Source: an optimization exercise on an open RTL-to-GDS flow (aim: small area). Production flows keep margins and buffers that such runs may drop. The RTL was checked by simulation tests, not by an equivalence proof against the original design. No activity file was given, so power comes from the tool's default toggle rates.

==> inputs of branch willow <==
// mc723_core
module mc723_core (
    input  wire        clk,
    input  wire        rst,         
    input  wire        cmd_valid,
    input  wire [67:0] cmd,
    output wire [5:0]  status,      
    output reg         rsp_valid,
    output wire [63:0] rsp_data
);
clock: 12.0 ns
lec_check: 0
cap_margin: 20
core_margin: 2
core_utilization: 30
slew_margin: 20
standard.sh (not shown) runs the stock make flow with config.mk's settings and CLKGATE_MAP_FILE= SYNTH_SCRIPT=/design/flow/synth_recipe.tcl, a recipe that flattens the netlist after the stock synthesis.
==> flow/flow/run.sh <==
#!/bin/bash
# Own layout flow: the standard flow (standard.sh) with two changes.
#  1. After the standard synthesis, the logic between the registers is mapped
#     again by ABC for area (remap.tcl). The registers stay the standard
#     synthesis's instances: the same names and the same cells.
#  2. The clock tree is built without dummy loads, from clkbuf_16 buffers
#     driving clusters of up to CTS_SIZE sinks.
# Each tool's output goes to a log_*.txt file in the work folder.
set -euo pipefail
CTS_SIZE=25
W=$(pwd)
F=$W/flow
R=$W/orfs/results/$FLOW_PLATFORM/mc723_core/base
PLAT=$FLOW_HOME/platforms/$FLOW_PLATFORM
YOSYS=$FLOW_HOME/../tools/install/yosys/bin/yosys
[[ -x $YOSYS ]] || YOSYS=yosys

# 1. standard synthesis
bash standard.sh synth > $W/log_synth.txt 2>&1
cp $R/1_2_yosys.v $W/std_1_2_yosys.v

# 2. area re-mapping of the logic
export REMAP_SEQ=$F/seqcells.txt
export REMAP_IN=$W/std_1_2_yosys.v
export REMAP_OUT=$W/remap_1_2_yosys.v
export REMAP_LIB=$PLAT/lib/sky130_fd_sc_hd__tt_025C_1v80.lib
export REMAP_TOP=$FLOW_TOP
export REMAP_ABC=$F/area.abc
export REMAP_DONTUSE="$(sed -n '/DONT_USE_CELLS += /,/^$/p' $PLAT/config.mk | grep -o 'sky130_fd_sc_hd__[a-z0-9_]*' | tr '\n' ' ')"
$YOSYS -c $F/remap.tcl > $W/log_remap.txt 2>&1
cp $REMAP_OUT $R/1_2_yosys.v
touch $R/1_2_yosys.v

# 3. the rest of the standard flow
export CTS_ARGS="-sink_clustering_enable -repair_clock_nets -dont_use_dummy_load -buf_list sky130_fd_sc_hd__clkbuf_16 -sink_clustering_size $CTS_SIZE -sink_clustering_max_diameter 100"
bash standard.sh finish > $W/log_finish.txt 2>&1
==> flow/flow/area.abc <==
&get -n
&st
&dc2
&dch -f
&nf -a -k -p -R 30 -C 32 -F 8 -A 4
&put
topo
==> flow/flow/remap.tcl <==
# Re-maps the combinational logic of the standard synthesis netlist for area.
# The registers stay the very instances the standard synthesis made (same
# names, same cells); only the logic between them is mapped again.
# usage: yosys -c remap.tcl  (env: REMAP_IN, REMAP_OUT, REMAP_LIB, REMAP_TOP, REMAP_ABC, REMAP_DONTUSE)
yosys -import
set lib $::env(REMAP_LIB)
read_liberty -ignore_miss_func $lib
read_verilog $::env(REMAP_IN)
# every cell with state stays a black box (the list is the library's cells
# with an ff or latch group)
set fh [open $::env(REMAP_SEQ) r]
set seq [read $fh]
close $fh
foreach c $seq { blackbox =$c }
hierarchy -top $::env(REMAP_TOP)
flatten -wb
opt_clean -purge
tee -o log_remap_before.stat stat
set du {}
foreach c $::env(REMAP_DONTUSE) { lappend du -dont_use $c }
abc -liberty $lib {*}$du -script $::env(REMAP_ABC)
opt_clean -purge
hilomap -singleton -hicell sky130_fd_sc_hd__conb_1 HI -locell sky130_fd_sc_hd__conb_1 LO
splitnets
opt_clean -purge
insbuf -buf sky130_fd_sc_hd__buf_4 A X
write_verilog -noattr -nohex -nodec $::env(REMAP_OUT)
# check the result against the library's cells as black boxes
design -reset
read_liberty -lib $lib
read_verilog $::env(REMAP_OUT)
hierarchy -check -top $::env(REMAP_TOP)
check -assert -mapped
tee -o log_remap_after.stat stat -liberty $lib
==> flow/flow/seqcells.txt <==
sky130_fd_sc_hd__dfbbn_1 sky130_fd_sc_hd__dfbbn_2 sky130_fd_sc_hd__dfbbp_1 sky130_fd_sc_hd__dfrbp_1 sky130_fd_sc_hd__dfrbp_2 sky130_fd_sc_hd__dfrtn_1 sky130_fd_sc_hd__dfrtp_1 sky130_fd_sc_hd__dfrtp_2 sky130_fd_sc_hd__dfrtp_4 sky130_fd_sc_hd__dfsbp_1 sky130_fd_sc_hd__dfsbp_2 sky130_fd_sc_hd__dfstp_1 sky130_fd_sc_hd__dfstp_2 sky130_fd_sc_hd__dfstp_4 sky130_fd_sc_hd__dfxbp_1 sky130_fd_sc_hd__dfxbp_2 sky130_fd_sc_hd__dfxtp_1 sky130_fd_sc_hd__dfxtp_2 sky130_fd_sc_hd__dfxtp_4 sky130_fd_sc_hd__dlclkp_1 sky130_fd_sc_hd__dlclkp_2 sky130_fd_sc_hd__dlclkp_4 sky130_fd_sc_hd__dlrbn_1 sky130_fd_sc_hd__dlrbn_2 sky130_fd_sc_hd__dlrbp_1 sky130_fd_sc_hd__dlrbp_2 sky130_fd_sc_hd__dlrtn_1 sky130_fd_sc_hd__dlrtn_2 sky130_fd_sc_hd__dlrtn_4 sky130_fd_sc_hd__dlrtp_1 sky130_fd_sc_hd__dlrtp_2 sky130_fd_sc_hd__dlrtp_4 sky130_fd_sc_hd__dlxbn_1 sky130_fd_sc_hd__dlxbn_2 sky130_fd_sc_hd__dlxbp_1 sky130_fd_sc_hd__dlxtn_1 sky130_fd_sc_hd__dlxtn_2 sky130_fd_sc_hd__dlxtn_4 sky130_fd_sc_hd__dlxtp_1 sky130_fd_sc_hd__edfxbp_1 sky130_fd_sc_hd__edfxtp_1 sky130_fd_sc_hd__lpflow_inputisolatch_1 sky130_fd_sc_hd__sdfbbn_1 sky130_fd_sc_hd__sdfbbn_2 sky130_fd_sc_hd__sdfbbp_1 sky130_fd_sc_hd__sdfrbp_1 sky130_fd_sc_hd__sdfrbp_2 sky130_fd_sc_hd__sdfrtn_1 sky130_fd_sc_hd__sdfrtp_1 sky130_fd_sc_hd__sdfrtp_2 sky130_fd_sc_hd__sdfrtp_4 sky130_fd_sc_hd__sdfsbp_1 sky130_fd_sc_hd__sdfsbp_2 sky130_fd_sc_hd__sdfstp_1 sky130_fd_sc_hd__sdfstp_2 sky130_fd_sc_hd__sdfstp_4 sky130_fd_sc_hd__sdfxbp_1 sky130_fd_sc_hd__sdfxbp_2 sky130_fd_sc_hd__sdfxtp_1 sky130_fd_sc_hd__sdfxtp_2 sky130_fd_sc_hd__sdfxtp_4 sky130_fd_sc_hd__sdlclkp_1 sky130_fd_sc_hd__sdlclkp_2 sky130_fd_sc_hd__sdlclkp_4 sky130_fd_sc_hd__sedfxbp_1 sky130_fd_sc_hd__sedfxbp_2 sky130_fd_sc_hd__sedfxtp_1 sky130_fd_sc_hd__sedfxtp_2 sky130_fd_sc_hd__sedfxtp_4
==> branch garnet (differences from branch willow) <==
--- a/flow/design.v
+++ b/flow/design.v
@@ -361,28 +361,27 @@
                 armed <= 1'b1;
             end else if (do_check) begin
                 armed <= 1'b0;
             end
         end
     end
+    reg [3:0] rsel;
+    always @(posedge clk)
+        rsel <= (op == OP_RDSTAT) ? 4'hF : sel;
     wire       free = !rsp_valid;
-    reg  [3:0] msel;
-    wire [5:0] served;         
-    wire [5:0] left = pend & ~served;
     reg  [2:0] svc;            
     always @* begin
         svc = 3'd0;
-        if      (left[0]) svc = 3'd0;
-        else if (left[1]) svc = 3'd1;
-        else if (left[2]) svc = 3'd2;
-        else if (left[3]) svc = 3'd3;
-        else if (left[4]) svc = 3'd4;
-        else if (left[5]) svc = 3'd5;
+        if      (pend[0]) svc = 3'd0;
+        else if (pend[1]) svc = 3'd1;
+        else if (pend[2]) svc = 3'd2;
+        else if (pend[3]) svc = 3'd3;
+        else if (pend[4]) svc = 3'd4;
+        else if (pend[5]) svc = 3'd5;
     end
-    always @(posedge clk)
-        msel <= (is_rdctr || is_rdstat) ? ((op == OP_RDSTAT) ? 4'hF : sel) : {1'b0, svc};
+    wire [3:0] msel = free ? {1'b0, svc} : rsel;
     reg [63:0] x;
     reg        use_sub;
     reg        add256;
     always @* begin
         x       = 64'd0;
         use_sub = 1'b0;
@@ -405,28 +404,22 @@
             default: x = {58'd0, status};
         endcase
     end
     wire [63:0] a   = use_sub ? c_br : {55'd0, add256, 8'd0};
     wire [63:0] sum = a + (x ^ {64{use_sub}}) + {63'd0, use_sub};
     assign rsp_data = sum;
-    genvar g;
-    generate
-        for (g = 0; g < 6; g = g + 1) begin : srv
-            assign served[g] = free && pend[g] && (msel == g);
-        end
-    endgenerate
     wire [55:0] hbus = is_reset ? 56'd0 : sum[63:8];
     integer k;
     always @(posedge clk) begin
         for (k = 0; k < 6; k = k + 1) begin
-            if (is_reset || served[k])
+            if (is_reset || (free && pend[k] && svc == k))
                 hi[k] <= hbus;
             if (is_reset)
                 pend[k] <= 1'b0;
             else
-                pend[k] <= left[k] || ovf[k];
+                pend[k] <= (pend[k] && !(free && svc == k)) || ovf[k];
         end
     end
 endmodule
 module ctr64 #(
     parameter W = 1
 ) (
==> flow/run.sh (new file) <==
#!/bin/bash
# synth_recipe.tcl (not shown) runs the flow's synth.tcl, then flattens the netlist and writes it again
# the make line also repeats each setting of config.mk as NAME=value (left out here)
make -C /OpenROAD-flow-scripts/flow DESIGN_CONFIG=/design/flow/config.mk WORK_HOME=/design/flow/orfs CLKGATE_MAP_FILE= SYNTH_SCRIPT=/design/flow/synth_recipe.tcl finish
CTS_BUF_LIST = sky130_fd_sc_hd__clkbuf_16   (was default)
CTS_CLUSTER_DIAMETER = 100   (was default)
CTS_CLUSTER_SIZE = 25   (was default)
removed: flow/flow/run.sh
removed: flow/flow/area.abc
removed: flow/flow/remap.tcl
removed: flow/flow/seqcells.txt
removed: flow/standard.sh
==> run summary <==
Branch willow finished clean. Branch garnet ran to the end with no violations. Via count: branch willow is higher than branch garnet (about 1.2%). Against branch garnet, the synthesized cell count of branch willow is lower by 11%. In branch willow the core utilization is higher than in branch garnet, by 0.59 points. Register-to-register slack: branch garnet is lower than branch willow (100 ps). In sequential cell count, branch garnet and branch willow do not differ. Between branch willow and branch garnet, the lower clock power is in branch willow (gap 5.9%, measured against branch garnet). Clock skew: branch willow is higher than branch garnet (39 ps). Worst hold slack: branch garnet is worse than branch willow (2.9 ps). Against branch willow, the synthesized area of branch garnet is higher by about 6%. Of branch garnet and branch willow, branch willow has the higher combinational power (gap 73%, measured against branch willow). Of branch garnet and branch willow, branch garnet has the higher cell count (gap about 5%, measured against branch willow).
==> figures <==
quantity	branch garnet	branch willow
Outcome	complete, no violations	complete, no violations
Arrival time reported for the critical path endpoint	8990 ps	9240 ps
DRC marker count from the first detailed-route iteration	14200	16600
Placeable core region	464000 um^2	439000 um^2
Clock Skews	98.3 ps	137 ps
Total length of routed met3 wires	55600 um	62300 um
Routed wl met2	207000 um	218000 um
Seq group	13300 uW	13700 uW
GR met3 Demand/Resource	4.45%	4.70%
Multi-input logic portion of the cell area	24.2%	21.5%
Mapped Nets	9765	8432
Initial antenna violation count	32	17
Ratio of cells with drive above 1 in the final layout	10.5%	10.7%
Capture point of the worst reg-to-reg path	u_b1h.q[63]	u_b2h.q[63]
Placed wire-length estimate after detailed placement	269000 um	282000 um
Synth Instances	9380	8361
Number of standard cells in the final layout excluding fillers	15800	15000
Die width	687 um	668 um
Final Worst Setup Slack	611 ps	362 ps
Placement Setup Slack	-110 ps	297 ps
Die Area	472000 um^2	446000 um^2
Part of the total power dissipated in the clock network	31.8%	26.9%
Slew of the pin with the lowest slew margin	1290 ps	1220 ps

[afterwards: timing with drivers on the ports]
How much do the figures lean on ideal ports? The routed layouts below were timed once more, with nothing changed but the port constraints. Step 1 (the two cells are an assumption about what drives the block):
set clk [get_ports {clk}]
set_driving_cell -lib_cell sky130_fd_sc_hd__clkbuf_16 $clk
set_driving_cell -lib_cell sky130_fd_sc_hd__buf_2 [delete_from_list [all_inputs] $clk]
Step 2, shift: input delay + t, output delay - t, t = (earliest + latest rising clock arrival at the registers) / 2. This alone moves slack from input paths to output paths. a / b / c = no drivers / after step 1 / after step 2; a / b = the first two.
run	t, ns	slack for setup (ns)	worst slew at a driven data input, ns
branch willow	1.002	0.362 / 0.249 / -0.181	0.20
branch garnet	1.014	0.611 / 0.503 / -0.246	0.47
Met with ideal ports but missed after step 2: setup timing in branch willow and branch garnet. For branch garnet, which loses most, drivers alone change the setup slack by -0.108 ns; drivers and shift together by -0.857 ns.
